This design comes from an exercise in tuning for small area on the open sky130 flow, not from production work. At most, simulation tests tie the RTL to the original design; equivalence was not proved. For runs 2 and 3, only the layout was checked, not whether the RTL still works. Power and IR drop assume default switching activity.

[flow/constraint.sdc]
create_clock -name core_clock -period 50.0 [get_ports {clk}]
set_input_delay 10.0000 -clock core_clock [delete_from_list [all_inputs] [get_ports {clk}]]
set_output_delay 10.0000 -clock core_clock [all_outputs]
set_load 0.01 [all_outputs]
[flow/design.v]
module si8900_dec (
    input  wire [7:0] b0,        
    input  wire [7:0] b1,        
    input  wire [7:0] b2,        
    input  wire [7:0] k,         
    output wire [1:0] ch,
    output wire [9:0] val,
    output wire       failed
);
    assign failed = (b0 != k);
    assign ch     = b1[5:4];
    assign val    = {b1[3:1], b1[0] | b2[7], b2[6:1]};
endmodule
module si8900_core (
    input  wire        clk,
    input  wire        rst,              
    input  wire        op_start,
    input  wire [31:0] req,
    output wire        busy,
    output reg         done,
    output reg  [1:0]  status,
    output wire [7:0]  res_cmd,
    output reg  [15:0] res_word,
    output wire [7:0]  res_channel,
    output wire [15:0] res_value,
    output reg         res_failed,
    output reg         rx_conf,
    output reg         cf_conf,
    input  wire [23:0] pkt,
    input  wire        pkt_valid,
    input  wire        transmit_ready,
    input  wire        receive_ready,
    input  wire [7:0]  read_data,
    output wire        send_byte,
    output wire [7:0]  send_data,
    output wire        read_byte
);
    localparam [2:0] IDLE   = 3'd0,
                     OS_RUN = 3'd1,
                     HS_RX  = 3'd2,
                     CT_RX  = 3'd3,
                     HS_TXM = 3'd4,
                     HS_TXA = 3'd5,
                     CT_TX  = 3'd6,
                     OS_FIN = 3'd7;
    localparam [1:0] ST_OK           = 2'd0,
                     ST_HS_TIMEOUT   = 2'd1,
                     ST_ECHO_TIMEOUT = 2'd2,
                     ST_ILLEGAL_OP   = 2'd3;
    reg  [2:0]  fsm;
    reg  [7:0]  rem;       
    reg  [7:0]  cnt;       
    reg  [7:0]  cmd_lat;
    reg  [17:0] acc;
    reg         lc_ff;     
    reg  [1:0]  lc;        
    reg         rc_hi;     
    reg  [3:0]  rc_mid;    
    reg         rc_lo;     
    reg         ch_ff;     
    reg  [1:0]  ch_lo;
    reg  [9:0]  val;
    assign res_cmd     = {rc_hi, rc_hi, rc_mid, 1'b0, rc_lo};
    assign res_channel = {{6{ch_ff}}, ch_lo};
    assign res_value   = {6'd0, val};
    wire [2:0] op = req[31:29];
    wire idle = (fsm == IDLE);
    wire tx_state = (fsm == HS_TXM) || (fsm == HS_TXA) || (fsm == CT_TX);
    wire rx_state = (fsm == HS_RX) || (fsm == CT_RX);
    assign busy      = !idle;
    assign send_byte = !rst && tx_state && transmit_ready;
    assign read_byte = !rst && rx_state && receive_ready;
    assign send_data = (fsm == CT_TX) ? cmd_lat : 8'hAA;
    wire waiting  = (tx_state && !transmit_ready) || (rx_state && !receive_ready);
    wire poll_end = (cnt[5:3] == 3'b111) && (cnt[1:0] == 2'b11);    
    wire rem_zero = (rem == 8'd0);
    wire rem_one  = (rem == 8'd1);
    wire [7:0] dec_k = idle ? req[7:0] : cmd_lat;
    wire [1:0] dec_ch;
    wire [9:0] dec_val;
    wire       dec_failed;
    si8900_dec u_dec (
        .b0     (pkt[23:16]),
        .b1     (pkt[15:8]),
        .b2     (pkt[7:0]),
        .k      (dec_k),
        .ch     (dec_ch),
        .val    (dec_val),
        .failed (dec_failed)
    );
    reg [9:0] mean;
    reg [8:0] t;
    reg [7:0] r;
    reg [8:0] bw;
    integer i, j;
    always @(*) begin
        r = acc[17:10];
        for (i = 9; i >= 0; i = i - 1) begin
            t = {r, acc[i]};
            bw[0] = 1'b0;
            for (j = 0; j < 8; j = j + 1)
                bw[j+1] = (~t[j] & cnt[j]) | (~(t[j] ^ cnt[j]) & bw[j]);
            mean[i] = t[8] | ~bw[8];
            for (j = 0; j < 8; j = j + 1)
                r[j] = mean[i] ? (t[j] ^ cnt[j] ^ bw[j]) : t[j];
        end
    end
    function [7:0] inc8(input [7:0] a);
        integer k;
        reg c;
        begin
            c = 1'b1;
            for (k = 0; k < 8; k = k + 1) begin
                inc8[k] = a[k] ^ c;
                c = a[k] & c;
            end
        end
    endfunction
    function [7:0] dec8(input [7:0] a);
        integer k;
        reg b;
        begin
            b = 1'b1;
            for (k = 0; k < 8; k = k + 1) begin
                dec8[k] = a[k] ^ b;
                b = ~a[k] & b;
            end
        end
    endfunction
    function [17:0] acc_add(input [17:0] a, input [9:0] v);
        integer k;
        reg c;
        begin
            c = 1'b0;
            for (k = 0; k < 18; k = k + 1) begin
                if (k < 10) begin
                    acc_add[k] = a[k] ^ v[k] ^ c;
                    c = (a[k] & v[k]) | (c & (a[k] ^ v[k]));
                end else begin
                    acc_add[k] = a[k] ^ c;
                    c = a[k] & c;
                end
            end
        end
    endfunction
    always @(posedge clk) begin
        if (rst) begin
            fsm        <= IDLE;
            done       <= 1'b0;
            status     <= ST_OK;
            rx_conf    <= 1'b0;
            cf_conf    <= 1'b0;
            rc_hi      <= 1'b0;
            rc_mid     <= 4'd0;
            rc_lo      <= 1'b0;
            res_word   <= 16'd0;
            ch_ff      <= 1'b0;
            ch_lo      <= 2'd0;
            val        <= 10'd0;
            res_failed <= 1'b0;
        end else begin
            done <= 1'b0;
            if (waiting) begin
                if (poll_end) begin
                    status <= (fsm == CT_TX || fsm == CT_RX) ? ST_ECHO_TIMEOUT : ST_HS_TIMEOUT;
                    done   <= 1'b1;
                    fsm    <= IDLE;
                end
            end else begin
                case (fsm)
                    IDLE: if (op_start) begin
                        case (op)
                            3'd0: begin
                                rx_conf <= 1'b0;
                                cf_conf <= 1'b0;
                                fsm     <= HS_TXA;
                            end
                            3'd1: begin
                                rc_hi  <= 1'b1;
                                rc_mid <= req[28:25];
                                rc_lo  <= req[24];
                                status <= ST_OK;
                                done   <= 1'b1;
                            end
                            3'd2: fsm <= CT_TX;
                            3'd3: begin
                                ch_ff      <= dec_failed;
                                ch_lo      <= dec_failed ? 2'b11 : dec_ch;
                                val        <= dec_failed ? 10'h0FF : dec_val;
                                res_failed <= dec_failed;
                                status     <= ST_OK;
                                done       <= 1'b1;
                            end
                            3'd4: fsm <= (req[23:16] == 8'd0) ? OS_FIN : OS_RUN;
                            3'd5: begin
                                res_word <= {req[0], req[1], req[2], req[3], req[4], req[5], req[6], req[7],
                                             req[8], req[9], req[10], req[11], req[12], req[13], req[14], req[15]};
                                status   <= ST_OK;
                                done     <= 1'b1;
                            end
                            default: begin
                                status <= ST_ILLEGAL_OP;
                                done   <= 1'b1;
                            end
                        endcase
                    end
                    HS_RX: begin
                        if (read_data == 8'h55) begin
                            cf_conf <= cf_conf | rx_conf;
                            rx_conf <= 1'b1;
                            fsm     <= HS_TXA;
                        end else begin
                            rx_conf <= 1'b0;
                            cf_conf <= 1'b0;
                            fsm     <= HS_TXM;
                        end
                    end
                    HS_TXM: fsm <= HS_TXA;
                    HS_TXA: begin
                        if (rx_conf && cf_conf) begin
                            status <= ST_OK;
                            done   <= 1'b1;
                            fsm    <= IDLE;
                        end else if (rem_zero) begin
                            status <= ST_HS_TIMEOUT;
                            done   <= 1'b1;
                            fsm    <= IDLE;
                        end else begin
                            fsm <= HS_RX;
                        end
                    end
                    CT_TX: fsm <= CT_RX;
                    CT_RX: begin
                        if (read_data == cmd_lat) begin
                            status <= ST_OK;
                            done   <= 1'b1;
                            fsm    <= IDLE;
                        end else if (rem_zero) begin
                            status <= ST_ECHO_TIMEOUT;
                            done   <= 1'b1;
                            fsm    <= IDLE;
                        end else begin
                            fsm <= CT_TX;
                        end
                    end
                    OS_RUN: if (pkt_valid && rem_one) fsm <= OS_FIN;
                    OS_FIN: begin
                        if (cnt == 8'd0) begin
                            ch_ff      <= 1'b1;
                            ch_lo      <= 2'b11;
                            val        <= 10'h0FF;
                            res_failed <= 1'b1;
                        end else begin
                            ch_ff      <= lc_ff;
                            ch_lo      <= lc_ff ? 2'b11 : lc;
                            val        <= mean;
                            res_failed <= 1'b0;
                        end
                        status <= ST_OK;
                        done   <= 1'b1;
                        fsm    <= IDLE;
                    end
                    default: fsm <= IDLE;
                endcase
            end
        end
    end
    always @(posedge clk) begin
        if (idle) begin
            cmd_lat <= req[7:0];
            cnt     <= 8'd0;
            acc     <= 18'd0;
            rem     <= (op == 3'd0) ? 8'd40 : (op == 3'd2) ? 8'd5 : req[23:16];
        end else begin
            if (waiting)
                cnt <= inc8(cnt);
            else if (fsm != OS_RUN && fsm != OS_FIN)
                cnt <= 8'd0;
            if (!waiting && (fsm == HS_RX || fsm == CT_TX))
                rem <= dec8(rem);
            if (fsm == OS_RUN && pkt_valid) begin
                rem   <= rem - 8'd1;
                lc_ff <= dec_failed;
                lc    <= dec_ch;
                if (!dec_failed) begin
                    acc <= acc_add(acc, dec_val);
                    cnt <= inc8(cnt);
                end
            end
        end
    end
endmodule
[flow/run.sh]
#!/bin/bash
# synth_recipe.tcl (not shown) runs the flow's synth.tcl, then flattens the netlist and writes it again
# the make line also repeats each setting of config.mk as NAME=value (left out here)
make -C /OpenROAD-flow-scripts/flow DESIGN_CONFIG=/design/flow/config.mk WORK_HOME=/design/flow/orfs CLKGATE_MAP_FILE= SYNTH_SCRIPT=/design/flow/synth_recipe.tcl finish
[flow/config.mk]
export PLATFORM = sky130hd
export DESIGN_NAME = si8900_core
export DESIGN_NICKNAME = si8900_core
export VERILOG_FILES = /design/flow/design.v
export SDC_FILE = /design/flow/constraint.sdc
export NUM_CORES = 4
export LEC_CHECK = 0
export CAP_MARGIN = 20
export CORE_MARGIN = 2
export CORE_UTILIZATION = 40
export SLEW_MARGIN = 20
==> impl_metrics.py, run 1 <==
metrics = {
    "status": {
        "status": "complete, no violations",
    },
    "yosys": {
        "synth_area_mm2": 0.00766,
        "synth_cell_types": 76,
        "avgSynthCellArea_um2": 8.99,
        "synth_ff_type": "dfxtp_1",
        "netlist_instances": 852,
        "ys_async_sr_fraction_pct": 0,
        "synth_enable_flop_cells": 11,
        "ys_warn_count": 1,
        "ys_ff_latch": 89,
        "ys_seq_area_share_pct": 24.7,
    },
    "placement": {
        "portBuffers": 124,
        "dp_hpwl_um": 14500,
        "dpl_cell_area_mm2": 0.00902,
        "gp_congestion": 0.841,
        "dp_slack_ns": 16.29,
    },
    "cells_and_area": {
        "area_growth_syn_to_layout_pct": 21.7,
        "diodes": 0,
        "drive_gt1_share_pct": 7.32,
        "stdcell_area_mm2": 0.00932,
        "finalNetCount": 1131,
    },
    "global_routing": {
        "overflow": 0,
        "grt_max_degree": 46,
        "grt_antenna_before_repair": 0,
        "grt_pass1_vias": 6203,
        "grtUsageTotal_pct": 20.0,
        "grt_pass1_wl_um": 32200,
    },
    "clock_network": {
        "cts_resized": 0,
        "cts.sinks": 89,
        "numCtsBuffers": 9,
        "postCtsHoldBufs": 0,
        "htree_levels": 3,
        "clock_latency_ns": 0.36,
        "cts_tree": "done",
        "clkSlewWorstSetupHoldPaths_ns": 0.07,
        "post-cts-setup-buffers": 0,
        "clk_path_buf_depth": 2,
        "cts_root_buf": "clkbuf_16",
    },
    "worst_setup_path": {
        "end_kind": "flip-flop",
        "path_class": "flip-flop to flip-flop",
        "worst_ep_required_time_ns": 50.31,
        "max_stage_delay_ns": 0.56,
        "cpMostUsedCell": "fa_1",
        "arrival_ns": 34.06,
        "startpoint_type": "flip-flop",
        "cp_max_fo": 18,
        "cp_slowest_cell": "or3_1",
    },
    "sta": {
        "worst_hold_slack_ns": 0.495,
        "tightest_slew_ns": 1.06,
        "finalCriticalPeriod_ns": 33.75,
        "clock_skew_ns": 0.0104,
        "setup-violations-final": 0,
        "fin_crit_sh_pct": 67.5,
        "fin_ws_ns": 16.25,
        "hold_viol": 0,
        "final.setup.tns_ns": 0,
        "slew_headroom_pct": 29.3,
        "rsz0062_at_grt": "false",
        "fmax_mhz": 29.6,
        "slew_viol_final": 0,
    },
    "routing": {
        "vias": 6168,
        "drt_pass1_iterations": 6,
        "drt_iter0_markers": 303,
        "post-route-drc-count": 0,
        "viasPerCell": 5.18,
        "wl_per_cell_um": 16.2,
        "postRouteAntennaNets": 0,
        "drt_wl_total_um": 19200,
    },
    "floorplan": {
        "core_mm2": 0.0188,
        "dieHeight_um": 142,
        "start_util_pct": 40.8,
        "ios": 135,
        "die_w_um": 142,
        "die_area_mm2": 0.0203,
        "row_count": 50,
    },
    "run": {
        "drv_cap": 0,
    },
    "power_and_ir_drop": {
        "p_per_area_mw_per_mm2": 55.4,
        "leakage_nw": 3.86,
        "vdd_drop_max_v": 0.0000259,
    },
    "min_path": {
        "hold_class": "flip-flop to flip-flop",
    },
}
-- where the power goes --
| part | total [mW] | switching (mW) | internal, mW |
|---|---|---|---|
| logic | 0.345 | 0.192 | 0.154 |
| clock network | 0.0694 | 0.0341 | 0.0353 |
| registers | 0.101 | 0.0135 | 0.0879 |
| total | 0.516 | 0.239 | 0.277 |
-- sequential cells by signal, indices dropped and copies added, names as in the netlist --
| name | count |
|---|---|
| cnt | 8 |
| fsm | 3 |
| rc_mid | 4 |
| res_failed | 1 |
| rx_conf | 1 |
| done | 1 |
| ch_lo | 2 |
| status | 2 |
| rc_lo | 1 |
| rc_hi | 1 |
| rem | 8 |
| lc_ff | 1 |
| val | 10 |
| acc | 18 |
| cf_conf | 1 |
| res_word | 16 |
| ch_ff | 1 |
| cmd_lat | 8 |
| lc | 2 |
-- stage by stage --
step | util, % | total power [mW] | std cells
5_1_grt | 49.6 | 0.575 | 1190
4_1_cts | 49.6 | 0.523 | 1190
3_3_place_gp | 48.1 | 0.441 | 1174
3_5_place_dp | 48.1 | 0.450 | 1174
2_1_floorplan | - | 0.367 | 858
6_report | 49.6 | 0.516 | 1190
-- final timing paths --
check                        end  cells after the start  slack (ns)                 from
max          val[0]$_SDFFE_PP0P_                    119       16.25    cnt[1]$_SDFF_PP0_
min          acc[1]$_SDFFE_PP0P_                      2        0.49  acc[1]$_SDFFE_PP0P_
max reg2reg  val[0]$_SDFFE_PP0P_                    119       16.25    cnt[1]$_SDFF_PP0_
min reg2reg  acc[1]$_SDFFE_PP0P_                      2        0.49  acc[1]$_SDFFE_PP0P_
-- critical path, delay by kind of cell (launching register included) --
family	cells	cell delay [ns]
compound gates	26	5.41
fa+ha+maj	64	23.71
flops	1	0.41
mux	2	0.66
buf+inv	11	0.74
simple gates	16	2.70
-- per-layer routing --
| layer | up-vias | routed length (µm) | track usage (%) |
|---|---|---|---|
| met3 | 28 | 720 | 3.30 |
| met5 | - | 0 | 0 |
| met2 | 129 | 9070 | 32.5 |
| li1 | 3099 | - | - |
| met1 | 2912 | 9050 | 27.7 |
| met4 | 0 | 390 | 5.52 |
-- logic make-up (layout without fill, tap and decap cells) --
logic type | after synthesis | after routing | share of synthesized area [%]
compound gates | 149 | 149 | 12.8
xor+xnor | 21 | 21 | 2.40
fa+ha+maj | 110 | 110 | 25.0
buf+inv | 115 | 213 | 6.67
flops | 89 | 89 | 24.7
mux | 82 | 82 | 11.5
other cells | 1 | 7 | 0.0490
simple gates | 285 | 285 | 16.8
-- cell usage after synthesis, types with 16 or more instances --
master | number | area share, %
mux2i_1 | 53 | 6.9
clkbuf_1 | 25 | 1.2
nand2_1 | 90 | 4.4
mux2_2 | 21 | 3.1
nor2_1 | 104 | 5.1
dfxtp_1 | 78 | 20
ha_1 | 38 | 6.2
nor3_1 | 17 | 1.1
a21oi_1 | 47 | 3.1
inv_1 | 60 | 2.9
buf_4 | 17 | 1.7
o21ai_0 | 38 | 2.5
fa_1 | 72 | 19
nand3_1 | 16 | 1.0
-- cells in the final DEF, fill, tap and decap left out, drive strengths merged, types with 3 or more instances in the layout --
cell type and instances:
o21a 8, clkinv 4, clkdlybuf4s50 123, and3 3, nor3 17, nand3b 4, nand2 91, nand3 16
mux2i 53, edfxtp 11, fa 72, and2 7, o211ai 4, xor2 7, nor4b 3, a311oi 4
xnor2 14, ha 38, nor3b 3, or2 3, nor2 104, a21oi 48, clkbuf 9, a211oi 10
buf 13, nand4 7, o21ai 42, inv 64, or3 7, dfxtp 78, nor2b 9, nor4 5
mux2 29, conb 7, a31oi 5
-- final cells by class --
cell class | instances | area [µm²]
multi-input combinational | 654 | 5280
tap | 234 | 293
timing repair buffer | 136 | 1330
sequential | 89 | 1890
clock buffer | 9 | 225
inverter | 61 | 229
clock inverter | 7 | 71.3
fill | 1766 | 9450
==> run 2, diff against run 1 <==
--- a/flow/design.v
+++ b/flow/design.v
@@ -1,15 +1,59 @@
-module si8900_dec (
-    input  wire [7:0] b0,        
-    input  wire [7:0] b1,        
-    input  wire [7:0] b2,        
-    input  wire [7:0] k,         
-    output wire [1:0] ch,
-    output wire [9:0] val,
-    output wire       failed
+module si8900_fa (
+    input  wire a,
+    input  wire b,
+    input  wire c,
+    output wire s,
+    output wire co
 );
-    assign failed = (b0 != k);
-    assign ch     = b1[5:4];
-    assign val    = {b1[3:1], b1[0] | b2[7], b2[6:1]};
+    assign s  = a ^ b ^ c;
+    assign co = (a & b) | (a & c) | (b & c);
+endmodule
+module si8900_mxi (
+    input  wire a0,
+    input  wire a1,
+    input  wire s,
+    output wire y
+);
+    assign y = ~(s ? a1 : a0);
+endmodule
+module si8900_div (
+    input  wire [17:0] n,
+    input  wire [7:0]  d,
+    output wire [9:0]  q
+);
+    wire [7:0] nd = ~d;
+    wire [7:0] r [0:10];
+    assign r[0] = n[17:10];
+    genvar i, j;
+    generate
+        for (i = 0; i < 10; i = i + 1) begin : row
+            wire [8:0] t;
+            wire [8:0] c;
+            wire [7:0] s;
+            wire [7:0] dd = ((i % 2) == 0) ? nd : d;
+            assign t = {r[i], ((i % 2) == 0) ? n[9-i] : ~n[9-i]};
+            assign s[0] = t[0] ^ d[0];
+            if ((i % 2) == 0) begin : pos
+                assign c[1]   = t[0] | nd[0];
+                assign q[9-i] = t[8] | c[8];
+            end else begin : neg
+                assign c[1]   = t[0] & d[0];
+                assign q[9-i] = ~(t[8] & c[8]);
+            end
+            if (i < 9) begin : full
+                for (j = 1; j < 8; j = j + 1) begin : add
+                    si8900_fa u_fa (.a(t[j]), .b(dd[j]), .c(c[j]), .s(s[j]), .co(c[j+1]));
+                end
+                for (j = 0; j < 8; j = j + 1) begin : sel
+                    si8900_mxi u_mx (.a0(t[j]), .a1(s[j]), .s(q[9-i]), .y(r[i+1][j]));
+                end
+            end else begin : last
+                for (j = 1; j < 8; j = j + 1) begin : cmp
+                    assign c[j+1] = (t[j] & dd[j]) | (t[j] & c[j]) | (dd[j] & c[j]);
+                end
+            end
+        end
+    endgenerate
 endmodule
 module si8900_core (
     input  wire        clk,
@@ -51,7 +95,7 @@
     reg  [7:0]  rem;       
     reg  [7:0]  cnt;       
     reg  [7:0]  cmd_lat;
-    reg  [17:0] acc;
+    reg  [17:0] acc;       
     reg         lc_ff;     
     reg  [1:0]  lc;        
     reg         rc_hi;     
@@ -73,54 +117,31 @@
     assign send_data = (fsm == CT_TX) ? cmd_lat : 8'hAA;
     wire waiting  = (tx_state && !transmit_ready) || (rx_state && !receive_ready);
     wire poll_end = (cnt[5:3] == 3'b111) && (cnt[1:0] == 2'b11);    
-    wire rem_zero = (rem == 8'd0);
+    wire hs_last  = acc[5] & acc[3];    
+    wire ct_last  = acc[2] & acc[0];    
     wire rem_one  = (rem == 8'd1);
-    wire [7:0] dec_k = idle ? req[7:0] : cmd_lat;
-    wire [1:0] dec_ch;
-    wire [9:0] dec_val;
-    wire       dec_failed;
-    si8900_dec u_dec (
-        .b0     (pkt[23:16]),
-        .b1     (pkt[15:8]),
-        .b2     (pkt[7:0]),
-        .k      (dec_k),
-        .ch     (dec_ch),
-        .val    (dec_val),
-        .failed (dec_failed)
-    );
-    reg [9:0] mean;
-    reg [8:0] t;
-    reg [7:0] r;
-    reg [8:0] bw;
-    integer i, j;
-    always @(*) begin
-        r = acc[17:10];
-        for (i = 9; i >= 0; i = i - 1) begin
-            t = {r, acc[i]};
-            bw[0] = 1'b0;
-            for (j = 0; j < 8; j = j + 1)
-                bw[j+1] = (~t[j] & cnt[j]) | (~(t[j] ^ cnt[j]) & bw[j]);
-            mean[i] = t[8] | ~bw[8];
-            for (j = 0; j < 8; j = j + 1)
-                r[j] = mean[i] ? (t[j] ^ cnt[j] ^ bw[j]) : t[j];
-        end
-    end
-    function [7:0] inc8(input [7:0] a);
+    wire [7:0] dec_k      = idle ? req[7:0] : cmd_lat;
+    wire       dec_failed = (pkt[23:16] != dec_k);
+    wire [1:0] dec_ch     = pkt[13:12];
+    wire [9:0] dec_val    = {pkt[11:9], pkt[8] | pkt[7], pkt[6:1]};
+    wire [9:0] mean;
+    si8900_div u_div (.n(acc), .d(cnt), .q(mean));
+    function [7:0] inc8(input [7:0] a, input ci);
         integer k;
         reg c;
         begin
-            c = 1'b1;
+            c = ci;
             for (k = 0; k < 8; k = k + 1) begin
                 inc8[k] = a[k] ^ c;
                 c = a[k] & c;
             end
         end
     endfunction
-    function [7:0] dec8(input [7:0] a);
+    function [7:0] dec8(input [7:0] a, input bi);
         integer k;
         reg b;
         begin
-            b = 1'b1;
+            b = bi;
             for (k = 0; k < 8; k = k + 1) begin
                 dec8[k] = a[k] ^ b;
                 b = ~a[k] & b;
@@ -221,7 +242,7 @@
                             status <= ST_OK;
                             done   <= 1'b1;
                             fsm    <= IDLE;
-                        end else if (rem_zero) begin
+                        end else if (hs_last) begin
                             status <= ST_HS_TIMEOUT;
                             done   <= 1'b1;
                             fsm    <= IDLE;
@@ -235,7 +256,7 @@
                             status <= ST_OK;
                             done   <= 1'b1;
                             fsm    <= IDLE;
-                        end else if (rem_zero) begin
+                        end else if (ct_last) begin
                             status <= ST_ECHO_TIMEOUT;
                             done   <= 1'b1;
                             fsm    <= IDLE;
@@ -265,28 +286,19 @@
             end
         end
     end
+    wire os_step  = (fsm == OS_RUN) && pkt_valid;
+    wire good     = os_step && !dec_failed;
+    wire xfer     = !waiting && (fsm == HS_RX || fsm == CT_TX);
+    wire cnt_clr  = idle || (!waiting && fsm != OS_RUN && fsm != OS_FIN);
     always @(posedge clk) begin
-        if (idle) begin
+        if (idle)
             cmd_lat <= req[7:0];
-            cnt     <= 8'd0;
-            acc     <= 18'd0;
-            rem     <= (op == 3'd0) ? 8'd40 : (op == 3'd2) ? 8'd5 : req[23:16];
-        end else begin
-            if (waiting)
-                cnt <= inc8(cnt);
-            else if (fsm != OS_RUN && fsm != OS_FIN)
-                cnt <= 8'd0;
-            if (!waiting && (fsm == HS_RX || fsm == CT_TX))
-                rem <= dec8(rem);
-            if (fsm == OS_RUN && pkt_valid) begin
-                rem   <= rem - 8'd1;
-                lc_ff <= dec_failed;
-                lc    <= dec_ch;
-                if (!dec_failed) begin
-                    acc <= acc_add(acc, dec_val);
-                    cnt <= inc8(cnt);
-                end
-            end
+        cnt <= cnt_clr ? 8'd0 : inc8(cnt, waiting || good);
+        acc <= idle ? 18'd0 : acc_add(acc, good ? dec_val : {9'd0, xfer});
+        rem <= idle ? req[23:16] : dec8(rem, os_step);
+        if (os_step) begin
+            lc_ff <= dec_failed;
+            lc    <= dec_ch;
         end
     end
 endmodule
==> flow/flow/run.sh (new file) <==
#!/bin/bash
# Layout flow: the standard flow (standard.sh, unchanged synthesis),
# with the ports buffered by the smallest buffer and the synthesis buffers removed
# at floorplan.
set -euo pipefail
export BUFFER_PORTS_ARGS="-buffer_cell sky130_fd_sc_hd__buf_1"
export REMOVE_ABC_BUFFERS=1
bash standard.sh finish > standard.log 2>&1
==> flow/standard.sh (new file) <==
#!/bin/bash
# synth_recipe.tcl (not shown) runs the flow's synth.tcl, then flattens the netlist and writes it again
# the make line also repeats each setting of config.mk as NAME=value (left out here)
make -C /OpenROAD-flow-scripts/flow DESIGN_CONFIG=/design/flow/config.mk WORK_HOME=/design/flow/orfs CLKGATE_MAP_FILE= SYNTH_SCRIPT=/design/flow/synth_recipe.tcl "${@:-finish}"
--- a/flow/config.mk
+++ b/flow/config.mk
@@ -8,4 +8,6 @@
 export CAP_MARGIN = 20
 export CORE_MARGIN = 2
 export CORE_UTILIZATION = 40
+export CTS_BUF_LIST = sky130_fd_sc_hd__clkbuf_4 sky130_fd_sc_hd__clkbuf_8
 export SLEW_MARGIN = 20
+export SYNTH_HIERARCHICAL = 1
removed: flow/run.sh
==> impl_metrics.py, run 2 <==
metrics = {
    "cells_and_area": {
        "largest_register_ffs": 18,
        "finalNetCount": 960,
        "diodes": 0,
        "reg_top3": "acc (18), res_word (16), val (10)",
        "fin_util_pct": 44.9,
        "final_common_cell": "buf_1",
        "drive_gt1_share_pct": 5.05,
        "mostFrequentLayoutCells": "buf_1 (123), mux2i_1 (105), dfxtp_1 (86)",
        "largest_register": "acc",
        "area_growth_syn_to_layout_pct": 11.0,
    },
    "run": {
        "drv_cap": 0,
    },
    "placement": {
        "gp_congestion": 0.883,
        "portBuffers": 124,
        "dp_slack_ns": 17.02,
        "dp_hpwl_um": 12500,
    },
    "worst_setup_path": {
        "worst_ep_required_time_ns": 50.19,
        "arrival_ns": 32.96,
        "path_class": "flip-flop to flip-flop",
        "cp_slowest_cell": "dfxtp_1",
        "end_kind": "flip-flop",
        "path_buf_inv": 1,
        "max_stage_delay_ns": 0.73,
        "cp_max_fo": 10,
        "startpoint_type": "flip-flop",
        "crit_family": "adder cells",
        "cpMostUsedCell": "fa_1",
    },
    "global_routing": {
        "grt_antenna_before_repair": 0,
        "grtUsageTotal_pct": 17.7,
        "overflow": 0,
        "grt_pass1_wl_um": 26000,
        "grt_max_degree": 50,
        "grt_pass1_vias": 5124,
    },
    "clock_network": {
        "cts_resized": 0,
        "clkSlewWorstSetupHoldPaths_ns": 0.09,
        "cts_tree": "done",
        "numCtsBuffers": 9,
        "cts_root_buf": "clkbuf_8",
        "clk_path_buf_depth": 2,
        "clock_latency_ns": 0.35,
        "cts.sinks": 89,
        "post-cts-setup-buffers": 0,
        "postCtsHoldBufs": 0,
        "htree_levels": 3,
    },
    "sta": {
        "hold_viol": 0,
        "slew_headroom_pct": 34.8,
        "final.setup.tns_ns": 0,
        "fmax_mhz": 30.5,
        "finalCriticalPeriod_ns": 32.77,
        "slew_viol_final": 0,
        "rsz0062_at_grt": "false",
        "fin_crit_sh_pct": 65.5,
        "fin_ws_ns": 17.23,
        "setup-violations-final": 0,
        "clock_skew_ns": 0.0113,
        "tightest_slew_ns": 0.971,
    },
    "routing": {
        "post-route-drc-count": 0,
        "wl_per_cell_um": 15.3,
        "m1WireLength_um": 7480,
        "drt_pass1_iterations": 5,
        "vias": 5186,
        "topRoutingLayerUsed": "met4",
        "dr_wl_met2_um": 7160,
        "drt_wl_total_um": 15500,
        "postRouteAntennaNets": 0,
        "viasPerCell": 5.10,
        "drt_iter0_markers": 240,
        "wl_met3_um": 766,
    },
    "power_and_ir_drop": {
        "p_per_area_mw_per_mm2": 47.0,
        "leakage_nw": 3.57,
        "vdd_drop_max_v": 0.0000290,
        "finalPower_mw": 0.360,
    },
    "yosys": {
        "synthTopCellsByCount": "mux2i_1 (105), dfxtp_1 (86), fa_1 (72), nor2_1 (60), inv_1 (46)",
        "yosysMostFrequentCell": "mux2i_1",
        "yosysTopAreaCell": "dfxtp_1",
        "ys_seq_area_share_pct": 26.3,
        "synth_cell_types": 67,
        "ys_async_sr_fraction_pct": 0,
        "netlist.area_leader.share_pct": 25.0,
        "ys_warn_count": 8,
        "synth_enable_flop_cells": 3,
        "avgSynthCellArea_um2": 10.1,
        "synthTopCellsByArea": "dfxtp_1 (25%), fa_1 (21%), mux2i_1 (15%), ha_1 (5.6%), nor2_1 (3.3%)",
        "netlist_instances": 683,
        "synth_area_mm2": 0.00690,
        "ys_ff_latch": 89,
        "synth_ff_type": "dfxtp_1",
    },
    "floorplan": {
        "die_w_um": 135,
        "start_util_pct": 40.4,
        "die_area_mm2": 0.0183,
        "dieHeight_um": 135,
        "ios": 135,
        "row_count": 48,
        "core_mm2": 0.0171,
    },
    "status": {
        "status": "complete, no violations",
    },
    "min_path": {
        "hold_class": "flip-flop to flip-flop",
    },
}
[run 2: cell count changes after synthesis, moves of 7 or more]
cell      before  now
a21oi_1       47   17
and2_1         7   27
dfxtp_1       78   86
edfxtp_1      11    3
ha_1          38   31
inv_1         60   46
mux2_2        21    1
mux2i_1       53  105
nand2_1       90   41
nand3_1       16    5
nor2_1       104   60
nor3_1        17    4
o21ai_0       38   10
[run 2: Yosys stat by module, one instance, submodules excluded]
| module | flip-flops and latches | cells |
|---|---|---|
| si8900_fa | 0 | 1 |
| si8900_core | 89 | 491 |
| si8900_mxi | 0 | 1 |
| si8900_div | 0 | 57 |
[run 2: per-layer routing]
metal | vias up | GRT usage, %
li1 | 2545 | -
met3 | 10 | 2.96
met4 | 0 | 2.66
met1 | 2505 | 26.1
met2 | 126 | 28.0
met5 | - | 0
[run 2: logic make-up after synthesis]
| kind of cell | synth area share (%) |
|---|---|
| other | 0.0544 |
| adder cells (fa/ha/maj) | 26.5 |
| buffers and inverters | 6.02 |
| XOR/XNOR | 2.41 |
| AND/OR/NAND/NOR | 14.3 |
| flip-flops | 26.3 |
| multiplexers | 15.4 |
| AO/OA/AOI/OAI | 9.03 |
[run 2: cell type report]
type	count	area [µm²]
Timing Repair Buffer	128	497
Clock inverter	6	67.6
Clock buffer	10	131
Sequential cell	89	1810
Multi-Input combinational cell	512	4690
Tap cell	225	282
Fill cell	1710	9400
Inverter	47	176
[run 2: tightest hold or removal path, stage by stage (launching register included)]
cell     delay, ns
dfxtp_1       0.33
mux2i_1       0.07
nor2_1        0.07
[run 2: path summary, 6_finish.rpt]
path	slack, ns	from	to	cells after the start
hold reg to reg	0.50	res_word[4]$_SDFFE_PP0P_	res_word[4]$_SDFFE_PP0P_	2
hold / removal	0.50	res_word[4]$_SDFFE_PP0P_	res_word[4]$_SDFFE_PP0P_	2
setup reg to reg	17.23	cnt[1]$_SDFF_PP0_	val[0]$_SDFFE_PP0P_	88
setup / recovery	17.23	cnt[1]$_SDFF_PP0_	val[0]$_SDFFE_PP0P_	88
[run 2: where the power goes]
part / internal [mW] / switching (mW) / leakage (nW)
clock network: 0.0239 / 0.0265 / 0.0963
registers: 0.0844 / 0.0164 / 0.726
logic: 0.0858 / 0.123 / 2.75
[run 2: through the flow]
stage | instances | hold slack [ns] | instance area (µm²)
5_1_grt | 1017 | 0.536 | 7660
2_1_floorplan | 648 | 0.467 | 6680
3_5_place_dp | 1001 | 0.484 | 7460
6_report | 1017 | 0.496 | 7660
3_3_place_gp | 1001 | 0.475 | 7460
4_1_cts | 1017 | 0.502 | 7660
==> run 3, diff against run 2 <==
--- a/flow/config.mk
+++ b/flow/config.mk
@@ -8,6 +8,6 @@
 export CAP_MARGIN = 20
 export CORE_MARGIN = 2
 export CORE_UTILIZATION = 40
-export CTS_BUF_LIST = sky130_fd_sc_hd__clkbuf_4 sky130_fd_sc_hd__clkbuf_8
+export CTS_BUF_LIST = sky130_fd_sc_hd__clkbuf_8
 export SLEW_MARGIN = 20
 export SYNTH_HIERARCHICAL = 1
==> impl_metrics.py, run 3 <==
metrics = {
    "cells_and_area": {
        "drive_gt1_share_pct": 4.92,
        "finalNetCount": 960,
        "mostFrequentLayoutCells": "buf_1 (123), mux2i_1 (105), dfxtp_1 (86)",
        "area_growth_syn_to_layout_pct": 11.0,
        "diodes": 0,
        "reg_top3": "acc (18), res_word (16), val (10)",
        "final_common_cell": "buf_1",
        "layout.area.seq_mm2": 0.00181,
        "multi_input_area_mm2": 0.00469,
        "largest_register_ffs": 18,
        "stdcell_area_mm2": 0.00765,
        "fin_util_pct": 44.9,
        "fillCellCount": 1713,
        "largest_register": "acc",
    },
    "floorplan": {
        "start_util_pct": 40.4,
        "row_count": 48,
        "die_w_um": 135,
        "die_area_mm2": 0.0183,
        "dieHeight_um": 135,
        "ios": 135,
        "core_mm2": 0.0171,
    },
    "routing": {
        "wl_per_cell_um": 15.3,
        "vias": 5160,
        "viasPerCell": 5.07,
        "postRouteAntennaNets": 0,
        "post-route-drc-count": 0,
        "drt_pass1_iterations": 6,
        "drt_iter0_markers": 233,
        "drt_wl_total_um": 15600,
    },
    "worst_setup_path": {
        "worst_ep_required_time_ns": 50.19,
        "arrival_ns": 32.98,
        "cp_max_fo": 10,
        "max_stage_delay_ns": 0.73,
        "end_kind": "flip-flop",
        "cp_slowest_cell": "dfxtp_1",
        "worstReg2RegEnd": "val[0]$_SDFFE_PP0P_",
        "rrSetupSlack_ns": 17.21,
        "cpMostUsedCell": "fa_1",
        "startpoint_type": "flip-flop",
        "r2r_cells": 88,
        "startpoint": "cnt[1]$_SDFF_PP0_",
        "reg2reg_from": "cnt[1]$_SDFF_PP0_",
        "endpoint": "val[0]$_SDFFE_PP0P_",
        "path_class": "flip-flop to flip-flop",
    },
    "yosys": {
        "synth_top_family_by_area": "adder cells",
        "ys_seq_area_share_pct": 26.3,
        "synth_area_mm2": 0.00690,
        "synth_enable_flop_cells": 3,
        "synthMuxAreaShare_pct": 15.4,
        "ys_ff_latch": 89,
        "ys_warn_count": 8,
        "synth_compound_area_share_pct": 9.03,
        "yosysMostFrequentCell": "mux2i_1",
        "synthTopCellsByCount": "mux2i_1 (105), dfxtp_1 (86), fa_1 (72), nor2_1 (60), inv_1 (46)",
        "synthSimpleGateAreaFrac_pct": 14.3,
        "netlist_instances": 683,
        "yosysTopAreaCell": "dfxtp_1",
        "synth_ff_type": "dfxtp_1",
        "synth-xor-area-share_pct": 2.41,
        "synth-adder-area-share_pct": 26.5,
        "ys_async_sr_fraction_pct": 0,
        "avgSynthCellArea_um2": 10.1,
        "synthTopCellsByArea": "dfxtp_1 (25%), fa_1 (21%), mux2i_1 (15%), ha_1 (5.6%), nor2_1 (3.3%)",
        "synth_cell_types": 67,
        "netlist.area_leader.share_pct": 25.0,
    },
    "min_path": {
        "hold_class": "flip-flop to flip-flop",
    },
    "clock_network": {
        "numCtsBuffers": 9,
        "htree_levels": 3,
        "clkSlewWorstSetupHoldPaths_ns": 0.09,
        "clock_latency_ns": 0.36,
        "cts_tree": "done",
        "postCtsHoldBufs": 0,
        "cts.sinks": 89,
        "cts_resized": 0,
        "post-cts-setup-buffers": 0,
        "cts_root_buf": "clkbuf_8",
        "clk_path_buf_depth": 2,
    },
    "power_and_ir_drop": {
        "leakage_nw": 3.57,
        "p_per_area_mw_per_mm2": 46.9,
        "vdd_drop_max_v": 0.0000280,
        "finalPower_mw": 0.359,
    },
    "sta": {
        "worst_hold_slack_ns": 0.496,
        "clock_skew_ns": 0.0113,
        "finalCriticalPeriod_ns": 32.79,
        "hold_viol": 0,
        "fin_crit_sh_pct": 65.6,
        "fmax_mhz": 30.5,
        "slew_viol_final": 0,
        "setup-violations-final": 0,
        "final.setup.tns_ns": 0,
        "rsz0062_at_grt": "false",
        "slew_headroom_pct": 34.6,
        "tightest_slew_ns": 0.973,
    },
    "status": {
        "status": "complete, no violations",
    },
    "global_routing": {
        "grt_max_degree": 50,
        "grtUsageTotal_pct": 17.7,
        "grt_pass1_vias": 5126,
        "grt_antenna_before_repair": 0,
        "grt_pass1_wl_um": 26100,
        "overflow": 0,
    },
    "placement": {
        "dp_hpwl_um": 12500,
        "dpl_cell_area_mm2": 0.00746,
        "gp_congestion": 0.883,
        "portBuffers": 124,
    },
    "run": {
        "drv_cap": 0,
    },
}
## run 3: cell count changes in the layout (fill, tap and decap cells not counted), sizes merged
cell    change
inv         +1
clkbuf      -1
## run 3: cell families after synthesis
group                      after synthesis
AOI/OAI and AO/OA                       84
xor gates and xnor gates                19
adders and majority gates              103
buffers and inverters                   88
DFF                                     89
muxes                                  106
other                                    1
and+or+nand+nor                        193
## run 3: area by class of cell
| class | instances | area share, % |
|---|---|---|
| Clock buffer | 9 | 1.62 |
| Clock inverter | 7 | 0.932 |
| Inverter | 47 | 2.30 |
| Multi-Input combinational cell | 512 | 61.3 |
| Sequential cell | 89 | 23.7 |
| Tap cell | 225 | 3.68 |
| Timing Repair Buffer | 128 | 6.49 |
## run 3: worst min path at each step
| stage | from | endpoint | slack [ns] | cells past startpoint |
|---|---|---|---|---|
| floorplan | cmd_lat[5]$_DFF_P_ | cmd_lat[5]$_DFF_P_ | 0.47 | 2 |
| global placement | rc_mid[2]$_SDFFE_PP0P_ | rc_mid[2]$_SDFFE_PP0P_ | 0.47 | 2 |
| detailed placement | rc_lo$_SDFFE_PP0P_ | rc_lo$_SDFFE_PP0P_ | 0.48 | 2 |
| CTS | val[6]$_SDFFE_PP0P_ | val[6]$_SDFFE_PP0P_ | 0.50 | 2 |
| global route | rc_lo$_SDFFE_PP0P_ | rc_lo$_SDFFE_PP0P_ | 0.54 | 2 |
| finish | res_word[4]$_SDFFE_PP0P_ | res_word[4]$_SDFFE_PP0P_ | 0.50 | 2 |
## run 3: worst max-delay path, delay by kind of cell, from the launching register on
family | cells | cell delay (ns)
AOI/OAI and AO/OA | 4 | 0.60
buffers and inverters | 1 | 0.34
DFF | 1 | 0.73
muxes | 10 | 2.06
and+or+nand+nor | 10 | 3.73
adders and majority gates | 63 | 25.07
## run 3: power breakdown
| group | switching, mW | internal, mW |
|---|---|---|
| Combinational | 0.123 | 0.0858 |
| Sequential | 0.0163 | 0.0844 |
| Clock | 0.0265 | 0.0231 |
| Total | 0.166 | 0.193 |
## run 3: Yosys stat by module (local to each module, per instance)
| module | cells | flip-flops and latches | copies in the design |
|---|---|---|---|
| si8900_core | 491 | 89 | 1 |
| si8900_div | 57 | 0 | 1 |
| si8900_fa | 1 | 0 | 63 |
| si8900_mxi | 1 | 0 | 72 |
## run 3: stage by stage
stage / instances / setup WS (ns)
2_1_floorplan: 648 / 19.26
3_3_place_gp: 1001 / 17.27
3_5_place_dp: 1001 / 17.02
4_1_cts: 1017 / 17.02
5_1_grt: 1017 / 15.72
6_report: 1017 / 17.21
## run 3: metal layers
| layer | up-vias | wire, µm | part of all wire (%) | global-route usage, % |
|---|---|---|---|---|
| met5 | - | 0 | 0 | 0 |
| met4 | 0 | 143 | 0.92 | 2.66 |
| met3 | 11 | 730 | 4.7 | 2.96 |
| met2 | 117 | 7250 | 46 | 28.1 |
| met1 | 2489 | 7480 | 48 | 26.0 |
| li1 | 2543 | - | - | - |
==> run 4, diff against run 3 <==
--- a/flow/design.v
+++ b/flow/design.v
@@ -79,20 +79,19 @@
     output wire [7:0]  send_data,
     output wire        read_byte
 );
-    localparam [2:0] IDLE   = 3'd0,
-                     OS_RUN = 3'd1,
-                     HS_RX  = 3'd2,
-                     CT_RX  = 3'd3,
-                     HS_TXM = 3'd4,
-                     HS_TXA = 3'd5,
-                     CT_TX  = 3'd6,
-                     OS_FIN = 3'd7;
+    localparam [2:0] IDLE   = 3'b000,
+                     OS     = 3'b001,
+                     HS_RX  = 3'b010,
+                     CT_RX  = 3'b011,
+                     HS_TXM = 3'b100,
+                     CT_TX  = 3'b101,
+                     HS_TXA = 3'b110;
     localparam [1:0] ST_OK           = 2'd0,
                      ST_HS_TIMEOUT   = 2'd1,
                      ST_ECHO_TIMEOUT = 2'd2,
                      ST_ILLEGAL_OP   = 2'd3;
     reg  [2:0]  fsm;
-    reg  [7:0]  rem;       
+    reg  [7:0]  nrem;      
     reg  [7:0]  cnt;       
     reg  [7:0]  cmd_lat;
     reg  [17:0] acc;       
@@ -109,17 +108,18 @@
     assign res_value   = {6'd0, val};
     wire [2:0] op = req[31:29];
     wire idle = (fsm == IDLE);
-    wire tx_state = (fsm == HS_TXM) || (fsm == HS_TXA) || (fsm == CT_TX);
-    wire rx_state = (fsm == HS_RX) || (fsm == CT_RX);
+    wire tx_state = fsm[2];
+    wire rx_state = (fsm[2:1] == 2'b01);
+    wire os       = (fsm == OS);
     assign busy      = !idle;
     assign send_byte = !rst && tx_state && transmit_ready;
     assign read_byte = !rst && rx_state && receive_ready;
-    assign send_data = (fsm == CT_TX) ? cmd_lat : 8'hAA;
+    assign send_data = fsm[0] ? cmd_lat : 8'hAA;
     wire waiting  = (tx_state && !transmit_ready) || (rx_state && !receive_ready);
     wire poll_end = (cnt[5:3] == 3'b111) && (cnt[1:0] == 2'b11);    
     wire hs_last  = acc[5] & acc[3];    
     wire ct_last  = acc[2] & acc[0];    
-    wire rem_one  = (rem == 8'd1);
+    wire rem_zero = &nrem;
     wire [7:0] dec_k      = idle ? req[7:0] : cmd_lat;
     wire       dec_failed = (pkt[23:16] != dec_k);
     wire [1:0] dec_ch     = pkt[13:12];
@@ -183,7 +183,7 @@
             done <= 1'b0;
             if (waiting) begin
                 if (poll_end) begin
-                    status <= (fsm == CT_TX || fsm == CT_RX) ? ST_ECHO_TIMEOUT : ST_HS_TIMEOUT;
+                    status <= fsm[0] ? ST_ECHO_TIMEOUT : ST_HS_TIMEOUT;
                     done   <= 1'b1;
                     fsm    <= IDLE;
                 end
@@ -212,7 +212,7 @@
                                 status     <= ST_OK;
                                 done       <= 1'b1;
                             end
-                            3'd4: fsm <= (req[23:16] == 8'd0) ? OS_FIN : OS_RUN;
+                            3'd4: fsm <= OS;
                             3'd5: begin
                                 res_word <= {req[0], req[1], req[2], req[3], req[4], req[5], req[6], req[7],
                                              req[8], req[9], req[10], req[11], req[12], req[13], req[14], req[15]};
@@ -264,8 +264,7 @@
                             fsm <= CT_TX;
                         end
                     end
-                    OS_RUN: if (pkt_valid && rem_one) fsm <= OS_FIN;
-                    OS_FIN: begin
+                    OS: if (rem_zero) begin
                         if (cnt == 8'd0) begin
                             ch_ff      <= 1'b1;
                             ch_lo      <= 2'b11;
@@ -286,16 +285,16 @@
             end
         end
     end
-    wire os_step  = (fsm == OS_RUN) && pkt_valid;
+    wire os_step  = os && pkt_valid && !rem_zero;
     wire good     = os_step && !dec_failed;
     wire xfer     = !waiting && (fsm == HS_RX || fsm == CT_TX);
-    wire cnt_clr  = idle || (!waiting && fsm != OS_RUN && fsm != OS_FIN);
+    wire cnt_clr  = idle || (!waiting && !os);
     always @(posedge clk) begin
         if (idle)
             cmd_lat <= req[7:0];
         cnt <= cnt_clr ? 8'd0 : inc8(cnt, waiting || good);
         acc <= idle ? 18'd0 : acc_add(acc, good ? dec_val : {9'd0, xfer});
-        rem <= idle ? req[23:16] : dec8(rem, os_step);
+        nrem <= idle ? ~req[23:16] : inc8(nrem, os_step);
         if (os_step) begin
             lc_ff <= dec_failed;
             lc    <= dec_ch;
==> impl_metrics.py, run 4 <==
metrics = {
    "worst_setup_path": {
        "max_stage_delay_ns": 0.71,
        "cp_max_fo": 10,
        "cpMostUsedCell": "fa_1",
        "path_buf_inv": 1,
        "worst_ep_required_time_ns": 50.22,
        "startpoint_type": "flip-flop",
        "crit_family": "adder cells",
        "cp_slowest_cell": "dfxtp_1",
        "end_kind": "flip-flop",
        "rrSetupSlack_ns": 16.39,
        "arrival_ns": 33.83,
        "path_class": "flip-flop to flip-flop",
    },
    "cells_and_area": {
        "mostFrequentLayoutCells": "buf_1 (123), mux2i_1 (98), dfxtp_1 (86)",
        "stdcell_area_mm2": 0.00757,
        "final_common_cell": "buf_1",
        "fillCellCount": 1599,
        "finalNetCount": 943,
        "drive_gt1_share_pct": 5.68,
        "largest_register": "acc",
        "area_growth_syn_to_layout_pct": 11.8,
        "reg_top3": "acc (18), res_word (16), val (10)",
        "largest_register_ffs": 18,
        "fin_util_pct": 45.7,
        "diodes": 0,
    },
    "sta": {
        "finalCriticalPeriod_ns": 33.61,
        "setup-violations-final": 0,
        "hold_viol": 0,
        "final.setup.tns_ns": 0,
        "tightest_slew_ns": 0.890,
        "rsz0062_at_grt": "false",
        "clock_skew_ns": 0.0192,
        "fin_crit_sh_pct": 67.2,
        "slew_headroom_pct": 40.6,
        "fmax_mhz": 29.8,
        "slew_viol_final": 0,
    },
    "routing": {
        "drt_wl_total_um": 16300,
        "post-route-drc-count": 0,
        "viasPerCell": 5.15,
        "vias": 5122,
        "drt_iter0_markers": 244,
        "postRouteAntennaNets": 0,
        "wl_per_cell_um": 16.4,
        "drt_pass1_iterations": 5,
    },
    "floorplan": {
        "ios": 135,
        "core_mm2": 0.0166,
        "dieHeight_um": 134,
        "die_w_um": 134,
        "row_count": 47,
        "die_area_mm2": 0.0180,
        "start_util_pct": 40.8,
    },
    "yosys": {
        "ys_ff_latch": 89,
        "ys_seq_area_share_pct": 26.7,
        "synth-xor-area-share_pct": 1.94,
        "yosysTopAreaCell": "dfxtp_1",
        "synth_compound_area_share_pct": 8.72,
        "synthTopCellsByArea": "dfxtp_1 (25%), fa_1 (21%), mux2i_1 (14%), ha_1 (5.7%), nor2_1 (2.6%)",
        "avgSynthCellArea_um2": 10.2,
        "synthSimpleGateAreaFrac_pct": 14.7,
        "synth_ff_type": "dfxtp_1",
        "ys_async_sr_fraction_pct": 0,
        "netlist_instances": 663,
        "synth-adder-area-share_pct": 27.0,
        "synth_top_family_by_area": "adder cells",
        "synth_area_mm2": 0.00677,
        "yosysMostFrequentCell": "mux2i_1",
        "synth_cell_types": 68,
        "netlist.area_leader.share_pct": 25.4,
        "ys_warn_count": 8,
        "synthTopCellsByCount": "mux2i_1 (98), dfxtp_1 (86), fa_1 (72), nor2_1 (47), inv_1 (42)",
        "synth_enable_flop_cells": 3,
        "synthMuxAreaShare_pct": 15.1,
    },
    "placement": {
        "dpl_cell_area_mm2": 0.00735,
        "portBuffers": 124,
        "gp_congestion": 0.898,
        "dp_hpwl_um": 13000,
    },
    "power_and_ir_drop": {
        "p_per_area_mw_per_mm2": 38.3,
        "leakage_nw": 3.35,
        "vdd_drop_max_v": 0.0000219,
    },
    "clock_network": {
        "postCtsHoldBufs": 0,
        "post-cts-setup-buffers": 0,
        "clk_path_buf_depth": 2,
        "cts.sinks": 89,
        "clkSlewWorstSetupHoldPaths_ns": 0.10,
        "numCtsBuffers": 9,
        "cts_resized": 0,
        "cts_tree": "done",
        "clock_latency_ns": 0.37,
        "htree_levels": 3,
        "cts_root_buf": "clkbuf_8",
    },
    "global_routing": {
        "grt_max_degree": 45,
        "overflow": 0,
        "grtUsageTotal_pct": 18.9,
        "grt_antenna_before_repair": 0,
        "grt_pass1_vias": 5442,
        "grt_pass1_wl_um": 27300,
    },
    "min_path": {
        "hold_class": "flip-flop to flip-flop",
    },
    "status": {
        "status": "complete, no violations",
    },
    "run": {
        "drv_cap": 0,
    },
}
## run 4: cell types whose count changed after synthesis, sizes merged, moves of 9 or more
cell    change
nor2       -13
o22ai       +9
o21ai      +11
xnor2      -15
a211oi     -10
nand2      -10
xor2       +11
nor3       +12
## run 4: cell families after synthesis
| group | count (synthesis) |
|---|---|
| AOI/OAI and AO/OA | 84 |
| xor gates and xnor gates | 15 |
| adders and majority gates | 103 |
| buffers and inverters | 82 |
| DFF | 89 |
| muxes | 102 |
| other | 1 |
| and+or+nand+nor | 187 |
## run 4: power by group
part	switching [mW]	internal (mW)	total, mW
clock	0.0295	0.0246	0.0541
sequential	0.0137	0.0826	0.0963
combinational	0.0834	0.0561	0.140
total	0.127	0.163	0.290
## run 4: layout make-up
class | count | area [µm²] | share of cell area (%)
multi-input cells | 498 | 4600 | 60.7
flip-flops and latches | 89 | 1810 | 23.9
repair buffers | 129 | 504 | 6.66
clock buffers | 9 | 124 | 1.64
well taps | 220 | 275 | 3.64
inverters | 43 | 164 | 2.16
clock inverters | 7 | 95.1 | 1.26
## run 4: path summary, 6_finish.rpt
kind	startpoint	cells past startpoint	to
worst min-delay path	status[0]$_SDFFE_PP0P_	2	status[0]$_SDFFE_PP0P_
worst max-delay path	cnt[1]$_SDFF_PP0_	88	val[0]$_SDFFE_PP0P_
worst max register to register	cnt[1]$_SDFF_PP0_	88	val[0]$_SDFFE_PP0P_
worst min register to register	status[0]$_SDFFE_PP0P_	2	status[0]$_SDFFE_PP0P_
## run 4: Yosys stat by module, one instance, submodules excluded
| module | flip-flops and latches | area [µm²] | copies in the design | cells |
|---|---|---|---|---|
| si8900_core | 89 | 4440 | 1 | 471 |
| si8900_div | 0 | 354 | 1 | 57 |
| si8900_fa | 0 | 20.0 | 63 | 1 |
| si8900_mxi | 0 | 10.0 | 72 | 1 |
## run 4: metal layers
layer	wire [µm]	global-route usage (%)	vias up	part of all wire (%)
met4	378	6.26	0	2.3
met3	876	3.44	26	5.4
li1	-	-	2490	-
met2	8130	33.1	139	50
met5	0	0	-	0
met1	6950	23.5	2467	43
## run 4: worst min-delay path, delay by kind of cell, from the launching register on
family           cells  cell delay [ns]
DFF                  1             0.32
and+or+nand+nor      1             0.05
muxes                1             0.06
## run 4: metrics by stage
step	worst slack, ns	instances	hold WS [ns]	power [mW]
2_1_floorplan	19.31	630	0.465	0.199
3_3_place_gp	17.11	979	0.451	0.231
3_5_place_dp	16.77	979	0.463	0.238
4_1_cts	16.50	995	0.477	0.293
5_1_grt	15.09	995	0.505	0.316
6_report	16.39	995	0.473	0.290
==> run 5, diff against run 4 <==
--- a/flow/design.v
+++ b/flow/design.v
@@ -91,7 +91,7 @@
                      ST_ECHO_TIMEOUT = 2'd2,
                      ST_ILLEGAL_OP   = 2'd3;
     reg  [2:0]  fsm;
-    reg  [7:0]  nrem;      
+    reg  [7:0]  rem;       
     reg  [7:0]  cnt;       
     reg  [7:0]  cmd_lat;
     reg  [17:0] acc;       
@@ -119,7 +119,7 @@
     wire poll_end = (cnt[5:3] == 3'b111) && (cnt[1:0] == 2'b11);    
     wire hs_last  = acc[5] & acc[3];    
     wire ct_last  = acc[2] & acc[0];    
-    wire rem_zero = &nrem;
+    wire rem_zero = (rem == 8'd0);
     wire [7:0] dec_k      = idle ? req[7:0] : cmd_lat;
     wire       dec_failed = (pkt[23:16] != dec_k);
     wire [1:0] dec_ch     = pkt[13:12];
@@ -294,7 +294,7 @@
             cmd_lat <= req[7:0];
         cnt <= cnt_clr ? 8'd0 : inc8(cnt, waiting || good);
         acc <= idle ? 18'd0 : acc_add(acc, good ? dec_val : {9'd0, xfer});
-        nrem <= idle ? ~req[23:16] : inc8(nrem, os_step);
+        rem <= idle ? req[23:16] : dec8(rem, os_step);
         if (os_step) begin
             lc_ff <= dec_failed;
             lc    <= dec_ch;
==> impl_metrics.py, run 5 <==
metrics = {
    "status": {
        "status": "complete, no violations",
    },
    "placement": {
        "dp_hpwl_um": 12600,
        "gp_congestion": 0.842,
        "place_inst": 1006,
        "portBuffers": 124,
    },
    "floorplan": {
        "core_mm2": 0.0166,
        "die_area_mm2": 0.0181,
        "dieHeight_um": 135,
        "ios": 135,
        "die_w_um": 135,
        "row_count": 47,
        "start_util_pct": 41.0,
    },
    "min_path": {
        "hold_class": "flip-flop to flip-flop",
        "min_to": "res_failed$_SDFFE_PP0P_",
        "hold_depth": 2,
        "hold_start": "res_failed$_SDFFE_PP0P_",
    },
    "worst_setup_path": {
        "end_kind": "flip-flop",
        "worstReg2RegEnd": "val[0]$_SDFFE_PP0P_",
        "worst_ep_required_time_ns": 50.26,
        "arrival_ns": 33.08,
        "cpMostUsedCell": "fa_1",
        "startpoint_type": "flip-flop",
        "r2r_cells": 88,
        "max_stage_delay_ns": 0.72,
        "cp_max_fo": 10,
        "reg2reg_from": "cnt[1]$_SDFF_PP0_",
        "crit_family": "adder cells",
        "rrSetupSlack_ns": 17.18,
        "cp_slowest_cell": "dfxtp_1",
        "path_class": "flip-flop to flip-flop",
        "path_buf_inv": 1,
    },
    "global_routing": {
        "grtUsageTotal_pct": 17.7,
        "grt_pass1_vias": 4813,
        "overflow": 0,
        "grt_pass1_wl_um": 25400,
        "grt_max_degree": 41,
        "grt_antenna_before_repair": 0,
    },
    "power_and_ir_drop": {
        "vdd_drop_max_v": 0.0000213,
        "p_sw_mw": 0.156,
        "clkPwrFrac_pct": 15.6,
        "swShare_pct": 45.4,
        "finalPower_mw": 0.343,
        "power.internal_mw": 0.187,
        "leakage_nw": 3.51,
        "p_per_area_mw_per_mm2": 44.9,
        "seqPwrFrac_pct": 27.0,
        "power_frac_comb_pct": 57.4,
    },
    "yosys": {
        "synthMuxAreaShare_pct": 14.3,
        "synth_ff_type": "dfxtp_1",
        "ys_async_sr_fraction_pct": 0,
        "synth_top_family_by_area": "adder cells",
        "ys_seq_area_share_pct": 26.5,
        "netlist_instances": 690,
        "yosysTopAreaCell": "dfxtp_1",
        "synth_enable_flop_cells": 3,
        "synth_area_mm2": 0.00683,
        "synth-adder-area-share_pct": 26.8,
        "netlist.area_leader.share_pct": 25.2,
        "avgSynthCellArea_um2": 9.90,
        "synthTopCellsByCount": "mux2i_1 (96), dfxtp_1 (86), fa_1 (72), nor2_1 (54), inv_1 (49)",
        "ys_ff_latch": 89,
        "yosysMostFrequentCell": "mux2i_1",
        "ys_warn_count": 8,
        "synth_compound_area_share_pct": 9.21,
        "synth-xor-area-share_pct": 2.44,
        "synthTopCellsByArea": "dfxtp_1 (25%), fa_1 (21%), mux2i_1 (14%), ha_1 (5.7%), nor2_1 (3.0%)",
        "synthSimpleGateAreaFrac_pct": 14.9,
        "synth_cell_types": 63,
    },
    "cells_and_area": {
        "area_growth_syn_to_layout_pct": 11.7,
        "drive_gt1_share_pct": 5.11,
        "diodes": 0,
        "largest_register": "acc",
        "final_cells": 1022,
        "mostFrequentLayoutCells": "buf_1 (123), mux2i_1 (96), dfxtp_1 (86)",
        "reg_top3": "acc (18), res_word (16), val (10)",
        "finalNetCount": 970,
        "largest_register_ffs": 18,
        "final_common_cell": "buf_1",
    },
    "routing": {
        "viasPerCell": 5.08,
        "wl_per_cell_um": 15.4,
        "drt_wl_total_um": 15700,
        "post-route-drc-count": 0,
        "vias": 5187,
        "drt_pass1_iterations": 4,
        "postRouteAntennaNets": 0,
        "drt_iter0_markers": 339,
    },
    "sta": {
        "fmax_mhz": 30.5,
        "final.setup.tns_ns": 0,
        "finalCriticalPeriod_ns": 32.82,
        "setup-violations-final": 0,
        "hold_viol": 0,
        "tightest_slew_ns": 0.946,
        "slew_headroom_pct": 36.7,
        "rsz0062_at_grt": "false",
        "clock_skew_ns": 0.0172,
        "fin_crit_sh_pct": 65.6,
        "slew_viol_final": 0,
    },
    "clock_network": {
        "post-cts-setup-buffers": 0,
        "numCtsBuffers": 9,
        "cts_root_buf": "clkbuf_8",
        "htree_levels": 3,
        "cts_resized": 0,
        "cts.sinks": 89,
        "postCtsHoldBufs": 0,
        "cts_tree": "done",
        "clkSlewWorstSetupHoldPaths_ns": 0.10,
        "clk_path_buf_depth": 2,
        "clock_latency_ns": 0.38,
    },
    "run": {
        "drv_cap": 0,
    },
}
==> run 5: layer usage <==
metal / share of wire (%) / up-vias / global-route usage (%)
li1: - / 2557 / -
met1: 49 / 2491 / 26.6
met2: 45 / 129 / 26.3
met3: 5.2 / 10 / 3.75
met4: 0.91 / 0 / 3.45
met5: 0 / - / 0
==> run 5: through the flow <==
| stage | utilization [%] | area (µm²) | worst slack, ns | hold slack, ns |
|---|---|---|---|---|
| 2_1_floorplan | - | 6640 | 19.27 | 0.465 |
| 3_3_place_gp | 44.6 | 7420 | 17.22 | 0.439 |
| 3_5_place_dp | 44.6 | 7420 | 17.04 | 0.440 |
| 4_1_cts | 45.9 | 7630 | 17.01 | 0.463 |
| 5_1_grt | 45.9 | 7630 | 15.74 | 0.479 |
| 6_report | 45.9 | 7630 | 17.18 | 0.458 |
==> run 5: logic make-up after synthesis <==
group           after synthesis
other cells                   1
fa+ha+maj                   103
simple gates                195
xor+xnor                     19
compound gates               97
buf+inv                      89
mux                          97
flops                        89
==> run 5: worst max-delay path by stage <==
| stage | from | end | slack [ns] | cells after the start |
|---|---|---|---|---|
| detailed placement | cnt[1]$_SDFF_PP0_ | val[0]$_SDFFE_PP0P_ | 17.04 | 88 |
| global route | cnt[1]$_SDFF_PP0_ | val[0]$_SDFFE_PP0P_ | 15.74 | 88 |
| finish | cnt[1]$_SDFF_PP0_ | val[0]$_SDFFE_PP0P_ | 17.18 | 88 |
| floorplan | cnt[1]$_SDFF_PP0_ | val[0]$_SDFFE_PP0P_ | 19.27 | 88 |
| CTS | cnt[1]$_SDFF_PP0_ | val[0]$_SDFFE_PP0P_ | 17.01 | 88 |
| global placement | cnt[1]$_SDFF_PP0_ | val[0]$_SDFFE_PP0P_ | 17.22 | 88 |
==> run 5: power groups by stage <==
| stage | Sequential, mW | Combinational (mW) | Clock [mW] |
|---|---|---|---|
| 4_1_cts | 0.0924 | 0.200 | 0.0551 |
| 3_3_place_gp | 0.0939 | 0.195 | 0 |
| 6_report | 0.0924 | 0.197 | 0.0535 |
| 5_1_grt | 0.0941 | 0.229 | 0.0575 |
| 2_1_floorplan | 0.0971 | 0.149 | 0 |
| 3_5_place_dp | 0.0940 | 0.199 | 0 |
==> run 5: worst reg2reg max path, delay by kind of cell, from the launching register on <==
family,cells,cell delay (ns)
muxes,9,1.99
and+or+nand+nor,10,3.78
adders and majority gates,63,25.08
DFF,1,0.72
AOI/OAI and AO/OA,5,0.79
buffers and inverters,1,0.36
==> run 5: modules after synthesis (local to each module, per instance) <==
module,area (µm²),copies in the design,cells inside
si8900_core,4490,1,498
si8900_div,354,1,57
si8900_mxi,10.0,72,1
si8900_fa,20.0,63,1
==> run 5: layout make-up <==
| cell class | instances | area, µm² |
|---|---|---|
| Tap cell | 220 | 275 |
| Clock buffer | 10 | 138 |
| Multi-Input combinational cell | 518 | 4640 |
| Clock inverter | 6 | 71.3 |
| Fill cell | 1628 | 9010 |
| Timing Repair Buffer | 129 | 504 |
| Sequential cell | 89 | 1810 |
| Inverter | 50 | 188 |

-- what the ideal ports hide --
Ports are ideal in the flow. The routed layouts listed here were re-timed in OpenROAD. Step 1 sets driving cells, clkbuf_16 on the clock port and buf_2 on the other inputs (assumed; they add their load-dependent delay and slew). Step 2 adds t to the input delays and takes it off the output delays; t is the mean of the earliest and latest rising clock arrival at the registers after step 1. Input paths then give back, and output paths get back, about the clock's delay inside the block. Three values: ideal ports, drivers, drivers and shift; two values: the first two.
run	t, ns	setup WS [ns]	worst setup path after step 2	clock arrival spread, ns	worst data-port slew with drivers (ns)
run 1	0.395	16.248 / 16.248 / 16.248	register to register	0.011 / 0.011	0.06
run 2	0.384	17.230 / 17.230 / 17.230	register to register	0.011 / 0.011	0.06
run 3	0.386	17.210 / 17.210 / 17.210	register to register	0.012 / 0.011	0.06
run 4	0.399	16.390 / 16.390 / 16.390	register to register	0.019 / 0.020	0.05
run 5	0.408	17.179 / 17.179 / 17.179	register to register	0.017 / 0.017	0.05
After both steps setup and hold are still met in every run listed.
